This is an optimization exercise on Yosys and OpenROAD, whose aim is small area, not a production implementation.
The RTL of this run was laid out without a check of its function.
No activity file was given, so power comes from the tool's default toggle rates.

## design/flow/design.v

```verilog
module bms_ham_enc (
    input  wire [10:0] d,
    output wire [15:0] c
);
    wire p1 = d[10] ^ d[9] ^ d[7] ^ d[6] ^ d[4] ^ d[2] ^ d[0];
    wire p2 = d[10] ^ d[8] ^ d[7] ^ d[5] ^ d[4] ^ d[1] ^ d[0];
    wire p4 = d[9]  ^ d[8] ^ d[7] ^ d[3] ^ d[2] ^ d[1] ^ d[0];
    wire p8 = d[6]  ^ d[5] ^ d[4] ^ d[3] ^ d[2] ^ d[1] ^ d[0];
    wire q  = p1 ^ p2 ^ p4 ^ p8 ^ (^d);
    assign c = {q, d[0], d[1], d[2], d[3], d[4], d[5], d[6], p8,
                d[7], d[8], d[9], p4, d[10], p2, p1};
endmodule
module bms_ham_dec (
    input  wire [15:0] c,
    output wire [10:0] d,
    output wire        err
);
    wire [3:0] s;
    assign s[0] = ^(c & 16'h5555);
    assign s[1] = ^(c & 16'h6666);
    assign s[2] = ^(c & 16'h7878);
    assign s[3] = ^(c & 16'h7F80);
    wire p = ^c;
    reg [15:0] fixed;
    always @(*) begin
        fixed = c;
        if (s != 4'd0)
            fixed[s - 4'd1] = ~c[s - 4'd1];
    end
    assign err = (s == 4'd0) ? p : ~p;
    assign d = {fixed[2], fixed[4], fixed[5], fixed[6], fixed[8], fixed[9],
                fixed[10], fixed[11], fixed[12], fixed[13], fixed[14]};
endmodule
module bms_crc_byte (
    input  wire [15:0] crc_in,
    input  wire [7:0]  b,
    output reg  [15:0] crc_out
);
    integer i;
    always @(*) begin
        crc_out = crc_in ^ {b, 8'h00};
        for (i = 0; i < 8; i = i + 1)
            crc_out = crc_out[15] ? ((crc_out << 1) ^ 16'h1021) : (crc_out << 1);
    end
endmodule
module bms_module (
    input  wire        clk,
    input  wire        rst,           
    input  wire        line_in,       
    output reg         line_out,      
    output reg         line_oe,
    input  wire [15:0] meas0,
    input  wire [15:0] meas1,
    input  wire [15:0] meas2,
    input  wire [15:0] meas3,
    input  wire [15:0] meas4,
    input  wire [31:0] ver_sw,
    input  wire [15:0] ver_hw,
    input  wire [31:0] ver_sn,
    output reg  [7:0]  my_addr,
    output reg         cmd_valid,
    output reg  [7:0]  cmd_addr,
    output reg  [2:0]  cmd_op,
    output reg  [10:0] cmd_arg,
    output reg         cmd_bcast
);
    localparam BIT_TICKS  = 16;
    localparam TURNAROUND = 2;
    localparam SETTLE     = 64;      
    localparam BCAST      = 8'hAA;
    localparam OP_GETDATA = 3'd0;
    localparam OP_SETADDR = 3'd1;
    localparam OP_SHUNTON = 3'd2;
    localparam OP_VERSION = 3'd3;
    localparam OP_RESV    = 3'd4;
    localparam OP_ADDRMODE= 3'd5;
    localparam RX_WAIT_EDGE = 2'd0;
    localparam RX_WAIT_START= 2'd1;
    localparam RX_RECEIVING = 2'd2;
    localparam H_IDLE   = 2'd0;
    localparam H_CRC    = 2'd1;
    localparam H_SETTLE = 2'd2;
    localparam H_SEND   = 2'd3;
    reg        pol;                   
    reg        line_prev;             
    wire       lvl = (line_in == pol);
    reg  [1:0] rx_fsm;
    reg  [4:0] clk_cnt;
    reg        clk_run;
    reg        tx_busy;
    reg  [1:0] hstate;
    wire tick     = clk_run && (clk_cnt == 5'd1);
    wire rx_tick  = tick && !tx_busy;
    wire tx_tick  = tick && tx_busy;
    wire send_now = (hstate == H_SEND) && !tx_busy && (rx_fsm == RX_WAIT_EDGE);
    wire edge_evt = line_prev && !lvl && (rx_fsm == RX_WAIT_EDGE) && !tx_busy && !send_now;
    reg  [7:0] rx_acc;
    reg  [3:0] rx_bitcnt;
    reg  [7:0] rxbuf [0:3];
    reg  [2:0] rx_count;
    reg  [2:0] rx_len;
    reg        frame_complete;
    reg  [7:0] txbuf [0:12];
    reg  [3:0] tx_len;
    reg  [3:0] tx_byte;
    reg  [3:0] tx_bit;
    wire [7:0] tx_cur = txbuf[tx_byte];
    reg        tx_bitval;
    always @(*) begin
        if (tx_bit == 4'd0)      tx_bitval = 1'b0;             
        else if (tx_bit == 4'd9) tx_bitval = 1'b1;             
        else                     tx_bitval = tx_cur[tx_bit - 4'd1];
    end
    wire [10:0] d0, d1;
    wire        err0, err1;
    bms_ham_dec u_dec0 (.c({rxbuf[1], rxbuf[0]}), .d(d0), .err(err0));
    bms_ham_dec u_dec1 (.c({rxbuf[3], rxbuf[2]}), .d(d1), .err(err1));
    wire [7:0]  c_addr = d0[10:3];
    wire [2:0]  c_op   = d0[2:0];
    wire        c_wide = (c_op == OP_SETADDR) || (c_op == OP_SHUNTON);
    wire [10:0] c_arg  = c_wide ? d1 : 11'd0;
    wire recv_cond = (hstate == H_IDLE) && !tx_busy && !rx_tick && (rx_count >= 3'd2) &&
                     !((rx_len == 3'd2) && !frame_complete);
    wire need_more = !err0 && c_wide && (rx_count < 3'd4);
    wire dec_ok    = !err0 && (!c_wide || (rx_count >= 3'd4 && !err1));
    wire c_bcast   = (c_addr == BCAST);
    wire c_match   = (c_op != OP_RESV) && (c_bcast || (c_addr != 8'd0 && c_addr == my_addr));
    wire deliver   = recv_cond && dec_ok && c_match;
    wire [15:0] fwd_w0, fwd_w1;
    bms_ham_enc u_enc0 (.d({BCAST, OP_SETADDR}), .c(fwd_w0));
    bms_ham_enc u_enc1 (.d(c_arg + 11'd1), .c(fwd_w1));
    reg  [15:0] crc;
    reg  [3:0]  crc_idx;
    reg  [3:0]  body_len;
    reg  [6:0]  settle_cnt;
    wire [15:0] crc_next;
    bms_crc_byte u_crc (.crc_in(crc), .b(txbuf[crc_idx]), .crc_out(crc_next));
    integer k;
    always @(posedge clk) begin
        if (rst) begin
            pol            <= line_in;
            line_prev      <= 1'b1;
            rx_fsm         <= RX_WAIT_EDGE;
            clk_cnt        <= 5'd0;
            clk_run        <= 1'b0;
            tx_busy        <= 1'b0;
            hstate         <= H_IDLE;
            rx_acc         <= 8'd0;
            rx_bitcnt      <= 4'd0;
            rx_count       <= 3'd0;
            rx_len         <= 3'd2;
            frame_complete <= 1'b0;
            tx_len         <= 4'd0;
            tx_byte        <= 4'd0;
            tx_bit         <= 4'd0;
            line_out       <= 1'b0;
            line_oe        <= 1'b0;
            my_addr        <= 8'd0;
            cmd_valid      <= 1'b0;
            cmd_addr       <= 8'd0;
            cmd_op         <= 3'd0;
            cmd_arg        <= 11'd0;
            cmd_bcast      <= 1'b0;
            crc            <= 16'd0;
            crc_idx        <= 4'd0;
            body_len       <= 4'd0;
            settle_cnt     <= 7'd0;
            for (k = 0; k < 4; k = k + 1)  rxbuf[k] <= 8'd0;
            for (k = 0; k < 13; k = k + 1) txbuf[k] <= 8'd0;
        end else begin
            line_prev <= lvl;
            cmd_valid <= 1'b0;
            if (edge_evt) begin
                rx_fsm  <= RX_WAIT_START;
                clk_cnt <= BIT_TICKS / 2;
                clk_run <= 1'b1;
            end else if (send_now) begin
                tx_busy <= 1'b1;
                tx_byte <= 4'd0;
                tx_bit  <= 4'd0;
                clk_cnt <= BIT_TICKS;
                clk_run <= 1'b1;
            end else if (clk_run) begin
                if (tick) clk_cnt <= BIT_TICKS;
                else      clk_cnt <= clk_cnt - 5'd1;
            end
            if (rx_tick) begin
                case (rx_fsm)
                    RX_WAIT_START: begin
                        rx_acc    <= 8'd0;
                        rx_bitcnt <= 4'd0;
                        rx_fsm    <= RX_RECEIVING;
                    end
                    RX_RECEIVING: begin
                        if (rx_bitcnt < 4'd8) begin
                            rx_acc[rx_bitcnt[2:0]] <= lvl;
                            rx_bitcnt <= rx_bitcnt + 4'd1;
                        end else begin
                            if (rx_acc == 8'd0 && !lvl) begin
                                rx_count       <= 3'd0;
                                frame_complete <= 1'b0;
                            end else if (rx_count < 3'd4) begin
                                rxbuf[rx_count[1:0]] <= rx_acc;
                                rx_count <= rx_count + 3'd1;
                                if (rx_count + 3'd1 == rx_len)
                                    frame_complete <= 1'b1;
                            end
                            rx_fsm  <= RX_WAIT_EDGE;
                            clk_run <= 1'b0;
                        end
                    end
                    default: ;
                endcase
            end
            if (tx_tick) begin
                if (tx_byte < tx_len) begin
                    line_oe  <= 1'b1;
                    line_out <= tx_bitval ? pol : ~pol;
                    if (tx_bit == 4'd9) begin
                        tx_bit  <= 4'd0;
                        tx_byte <= tx_byte + 4'd1;
                    end else begin
                        tx_bit <= tx_bit + 4'd1;
                    end
                end else if (tx_bit < TURNAROUND - 1) begin
                    line_oe  <= 1'b1;
                    line_out <= pol;
                    tx_bit   <= tx_bit + 4'd1;
                end else begin
                    line_oe  <= 1'b0;
                    tx_busy  <= 1'b0;
                    clk_run  <= 1'b0;
                end
            end
            case (hstate)
                H_IDLE: begin
                    if (recv_cond) begin
                        frame_complete <= 1'b0;
                        rx_len         <= need_more ? 3'd4 : 3'd2;
                        if (deliver) begin
                            cmd_valid <= 1'b1;
                            cmd_addr  <= c_addr;
                            cmd_op    <= c_op;
                            cmd_arg   <= c_arg;
                            cmd_bcast <= c_bcast;
                            case (c_op)
                                OP_GETDATA: begin
                                    txbuf[0]  <= my_addr;
                                    txbuf[1]  <= meas0[7:0];  txbuf[2]  <= meas0[15:8];
                                    txbuf[3]  <= meas1[7:0];  txbuf[4]  <= meas1[15:8];
                                    txbuf[5]  <= meas2[7:0];  txbuf[6]  <= meas2[15:8];
                                    txbuf[7]  <= meas3[7:0];  txbuf[8]  <= meas3[15:8];
                                    txbuf[9]  <= meas4[7:0];  txbuf[10] <= meas4[15:8];
                                    body_len <= 4'd11;
                                    tx_len   <= 4'd13;
                                    crc      <= 16'd0;
                                    crc_idx  <= 4'd0;
                                    hstate   <= H_CRC;
                                end
                                OP_VERSION: begin
                                    txbuf[0] <= ver_sw[7:0];   txbuf[1] <= ver_sw[15:8];
                                    txbuf[2] <= ver_sw[23:16]; txbuf[3] <= ver_sw[31:24];
                                    txbuf[4] <= ver_hw[7:0];   txbuf[5] <= ver_hw[15:8];
                                    txbuf[6] <= ver_sn[7:0];   txbuf[7] <= ver_sn[15:8];
                                    txbuf[8] <= ver_sn[23:16]; txbuf[9] <= ver_sn[31:24];
                                    body_len <= 4'd10;
                                    tx_len   <= 4'd12;
                                    crc      <= 16'd0;
                                    crc_idx  <= 4'd0;
                                    hstate   <= H_CRC;
                                end
                                OP_SETADDR: begin
                                    if (my_addr == 8'd0 && c_arg >= 11'd1 && c_arg <= 11'd63) begin
                                        my_addr    <= c_arg[7:0];
                                        txbuf[0]   <= fwd_w0[7:0];
                                        txbuf[1]   <= fwd_w0[15:8];
                                        txbuf[2]   <= fwd_w1[7:0];
                                        txbuf[3]   <= fwd_w1[15:8];
                                        tx_len     <= 4'd4;
                                        settle_cnt <= 7'd0;
                                        hstate     <= H_SETTLE;
                                    end
                                end
                                OP_ADDRMODE: my_addr <= 8'd0;
                                default: ;
                            endcase
                        end
                    end
                end
                H_CRC: begin
                    crc     <= crc_next;
                    crc_idx <= crc_idx + 4'd1;
                    if (crc_idx == body_len - 4'd1) begin
                        txbuf[body_len]         <= crc_next[7:0];
                        txbuf[body_len + 4'd1]  <= crc_next[15:8];
                        hstate <= H_SEND;
                    end
                end
                H_SETTLE: begin
                    settle_cnt <= settle_cnt + 7'd1;
                    if (settle_cnt == SETTLE - 1)
                        hstate <= H_SEND;
                end
                H_SEND: begin
                    if (send_now)
                        hstate <= H_IDLE;
                end
            endcase
        end
    end
endmodule
```

## design/flow/run.sh

```bash
#!/bin/bash
# synth_recipe.tcl (not shown) runs the flow's synth.tcl, then flattens the netlist and writes it again
# the make line also repeats each setting of config.mk as NAME=value (left out here)
make -C /OpenROAD-flow-scripts/flow DESIGN_CONFIG=/design/flow/config.mk WORK_HOME=/design/flow/orfs CLKGATE_MAP_FILE= SYNTH_SCRIPT=/design/flow/synth_recipe.tcl finish
```

## design/flow/config.mk

```make
export PLATFORM = sky130hd
export DESIGN_NAME = bms_module
export DESIGN_NICKNAME = bms_module
export VERILOG_FILES = /design/flow/design.v
export SDC_FILE = /design/flow/constraint.sdc
export NUM_CORES = 4
export LEC_CHECK = 0
export CAP_MARGIN = 20
export CORE_MARGIN = 2
export CORE_UTILIZATION = 40
export PLACE_DENSITY = 0.6
export SLEW_MARGIN = 20
```

## design/flow/constraint.sdc

```tcl
create_clock -name core_clock -period 10.0 [get_ports {clk}]
set_input_delay 2.0000 -clock core_clock [delete_from_list [all_inputs] [get_ports {clk}]]
set_output_delay 2.0000 -clock core_clock [all_outputs]
set_load 0.01 [all_outputs]
```

==> impl_metrics.json <==
{
  "rows": 79,
  "slew_violations": 0,
  "place_congestion": 1.04,
  "nNetsFinal": 2213,
  "die-width_um": 220,
  "p_per_area_mw_per_mm2": 160,
  "m1WireLength_um": 26500,
  "synth_area_per_cell_um2": 10.0,
  "drcViolationCount": 0,
  "yosys-top-cells-area": "edfxtp_1 (26%), dfxtp_1 (12%), mux4_2 (11%)",
  "drt_iter0_markers": 1848,
  "syn_to_final_growth_pct": 19.7,
  "yosys-top-cells-count": "nand2_1 (185), edfxtp_1 (161), nor2_1 (157), a21oi_1 (123), dfxtp_1 (108)",
  "synth_nets": 2070,
  "grt_pass1_wl_um": 101000,
  "ys_async_sr_fraction": 0,
  "synth_xor_xnor_area_share": 0.0751,
  "finalHoldViolations": 0,
  "ctsResizeCount": 0,
  "grt_pass1_vias": 15900,
  "cts-hold-fix-buffers": 0,
  "top_layer": "met4",
  "start_util": 0.403,
  "clk_pin_slew_ns": 0.06,
  "required_ns": 10.17,
  "grt_max_degree": 52,
  "core_area_mm2": 0.0463,
  "crit_start": "rxbuf[3][4]",
  "syn_area_mm2": 0.0186,
  "die_h_um": 220,
  "min_path_type": "reg2reg",
  "fillers": 4289,
  "finalClockSkew_ns": 0.0203,
  "arrival_ns": 7.56,
  "synth.most_common_cell": "nand2_1",
  "via_count": 16300,
  "ir_worst_vdd_uv": 125,
  "routed_wl_um": 68300,
  "firstDrtPassIters": 6,
  "crit_fanout": 10,
  "synth_warnings": 3,
  "synthMuxAreaShare": 0.165,
  "synth_top_family_by_area": "simple AND/OR/NAND/NOR gates",
  "antenna_found_initial": 0,
  "io_pins": 197,
  "htree_levels": 2,
  "setup_viol": 0,
  "worstHoldStart": "cmd_arg[4]",
  "synthSimpleGateAreaFrac": 0.169,
  "critical_path_class": "reg2reg",
  "dpl_cell_area_mm2": 0.0212,
  "seq_area_frac_synth": 0.376,
  "via_per_inst": 6.18,
  "antenna_cells": 0,
  "fmax_mhz": 135,
  "tightest_slew_ns": 1.15,
  "end_kind": "flip-flop",
  "dp_hpwl_um": 51600,
  "grt_usage": 0.281,
  "cts_sinks": 269,
  "finalSetupTns_ns": 0,
  "synth_largest_area_cell": "edfxtp_1",
  "port-buffer-count": 196,
  "r2r_start": "rxbuf[3][4]",
  "synthAdderAreaFrac": 0.0296,
  "synth_cells": 1863,
  "grt_remaining_overflow": 0,
  "fin_area_mm2": 0.0223,
  "wire_per_inst_um": 25.9,
  "ys.flop_type": "edfxtp_1",
  "drive_above_1_share": 0.114,
  "postCtsSetupBuffers": 0,
  "cts_made_buffers": 34,
  "synth_top_area_share": 0.260,
  "start_kind": "flip-flop",
  "synth_edf_count": 161,
  "cts_root_buffer": "clkbuf_16",
  "drtAntennaViolNets": 0,
  "synth_cell_types": 99,
  "min_period_over_period": 0.739,
  "fp.dieArea_mm2": 0.0483,
  "clock_path_buffers": 3,
  "leakage_nw": 8.04,
  "power_mw": 3.58,
  "synth_compound_area_frac": 0.151,
  "max_slew_margin": 0.224,
  "wl_met3_um": 6020,
  "seqCellArea_mm2": 0.00700,
  "period_minus_slack_ns": 7.39,
  "cts_tree": "built",
  "rsz0062_at_grt": "false",
  "worst_slack_ns": 2.61,
  "maxCapViolCount": 0,
  "ys_seq_elements": 269,
  "clkLatencyLatePin_ns": 0.55,
  "multiInputGateArea_mm2": 0.0111,
  "dr_wl_met2_um": 31800,
  "status": "no timing/DRC/antenna violations",
  "preCtsSetupSlack_ns": 2.81,
  "utilization": 0.482
}
==> registers in the layout, indices dropped and copies added (netlist names), 3 cells and up, named ones only <==
register / count
cmd_op: 3
settle_cnt: 7
rx_count: 3
tx_byte: 4
tx_len: 3
tx_bit: 4
clk_cnt: 5
my_addr: 8
rx_acc: 8
cmd_arg: 11
crc: 16
rx_bitcnt: 4
txbuf: 128
rxbuf: 32
cmd_addr: 8
crc_idx: 4
==> cells in the final DEF (no fill, tap or decap), types with 8 or more instances in the layout <==
cell / count
clkdlybuf4s50_1: 195
nand2_1: 185
edfxtp_1: 161
nor2_1: 154
a21oi_1: 123
dfxtp_1: 106
mux2i_1: 95
mux4_2: 90
o21ai_0: 83
xnor2_1: 81
nand3_1: 59
and2_1: 44
ha_1: 44
xor2_1: 41
inv_1: 41
clkbuf_16: 37
nor3_1: 33
buf_4: 31
nand3b_1: 26
a211oi_1: 19
o22ai_1: 18
a31oi_1: 18
nand4_1: 17
nor2b_1: 16
and3_1: 15
o311a_1: 15
nand2b_1: 15
o31ai_1: 14
nor4_1: 12
a22o_1: 11
o21a_1: 11
xnor2_2: 9
a21o_1: 9
o211ai_1: 8
a22oi_1: 8
==> final cells by class <==
type | instances | share of cell area
timing repair buffer | 226 | 0.0980
clock inverter | 16 | 0.00656
multi-input combinational | 1430 | 0.496
inverter | 45 | 0.00757
tap | 607 | 0.0341
sequential | 269 | 0.314
clock buffer | 46 | 0.0439
==> cell families after synthesis <==
logic type	count (synthesis)
flip-flops	269
AND/OR/NAND/NOR	633
AO/OA/AOI/OAI	420
buffers and inverters	164
multiplexers	193
XOR/XNOR	140
adder cells (fa/ha/maj)	44
==> where the power goes <==
group	switching [mW]	internal, mW	total, mW
clock network	0.509	0.743	1.25
logic	0.667	0.422	1.09
registers	0.0300	1.20	1.23
total	1.21	2.37	3.58
==> routing by layer <==
layer / global-route usage / up-vias
met5: 0 / -
met4: 0.153 / 0
met3: 0.0596 / 186
met2: 0.455 / 846
met1: 0.351 / 7976
li1: - / 7294
==> worst max-delay path: stages, from the launching register on <==
cell	delay (ns)
edfxtp_1	0.48
xnor2_1	0.21
xnor2_2	0.34
xor2_4	0.35
inv_2	0.22
ha_1	0.33
inv_1	0.13
xnor3_1	0.52
xnor2_4	0.33
and4_1	0.36
a21oi_1	0.16
o41ai_1	0.77
o41ai_4	0.32
and3_1	0.33
ha_1	0.37
nand3_1	0.14
nor2b_1	0.08
nor4bb_1	0.38
or3_1	0.31
nor4_4	0.11
nor2b_1	0.37
nand3_1	0.40
==> metrics by stage <==
stage	std cells	hold WS [ns]
2_1_floorplan	1863	0.438
3_3_place_gp	2576	0.446
3_5_place_dp	2577	0.448
4_1_cts	2639	0.457
5_1_grt	2639	0.483
6_report	2639	0.452
==> final timing paths <==
kind                                     to  cells past startpoint  slack, ns
worst min register to register   cmd_arg[4]                      2       0.45
worst min-delay path             cmd_arg[4]                      2       0.45
worst max-delay path            txbuf[1][1]                     21       2.61
worst max register to register  txbuf[1][1]                     21       2.61

## re-timing with driven ports
The results above use ideal ports. As a check the final layout listed here was re-extracted and re-timed, cells and wires unchanged.
Step 1 assumes that a clkbuf_16 drives the clock port and a buf_2 every other input.
Step 2 times the ports against the registers' clock, not the clock port: input delays grow and output delays shrink by t, the midpoint of the rising clock arrivals with the driver on.
Slacks: ideal / step 1 / step 2; pairs: ideal / step 1.
t (ns): 0.593
slack for setup (ns): 2.609 / 2.609 / 2.609
worst hold slack (ns): 0.452 / 0.452 / 0.452
After both steps this run still meets setup and hold. The setup slack of this run moves by 0.000 ns with the drivers and by 0.000 ns with both steps.
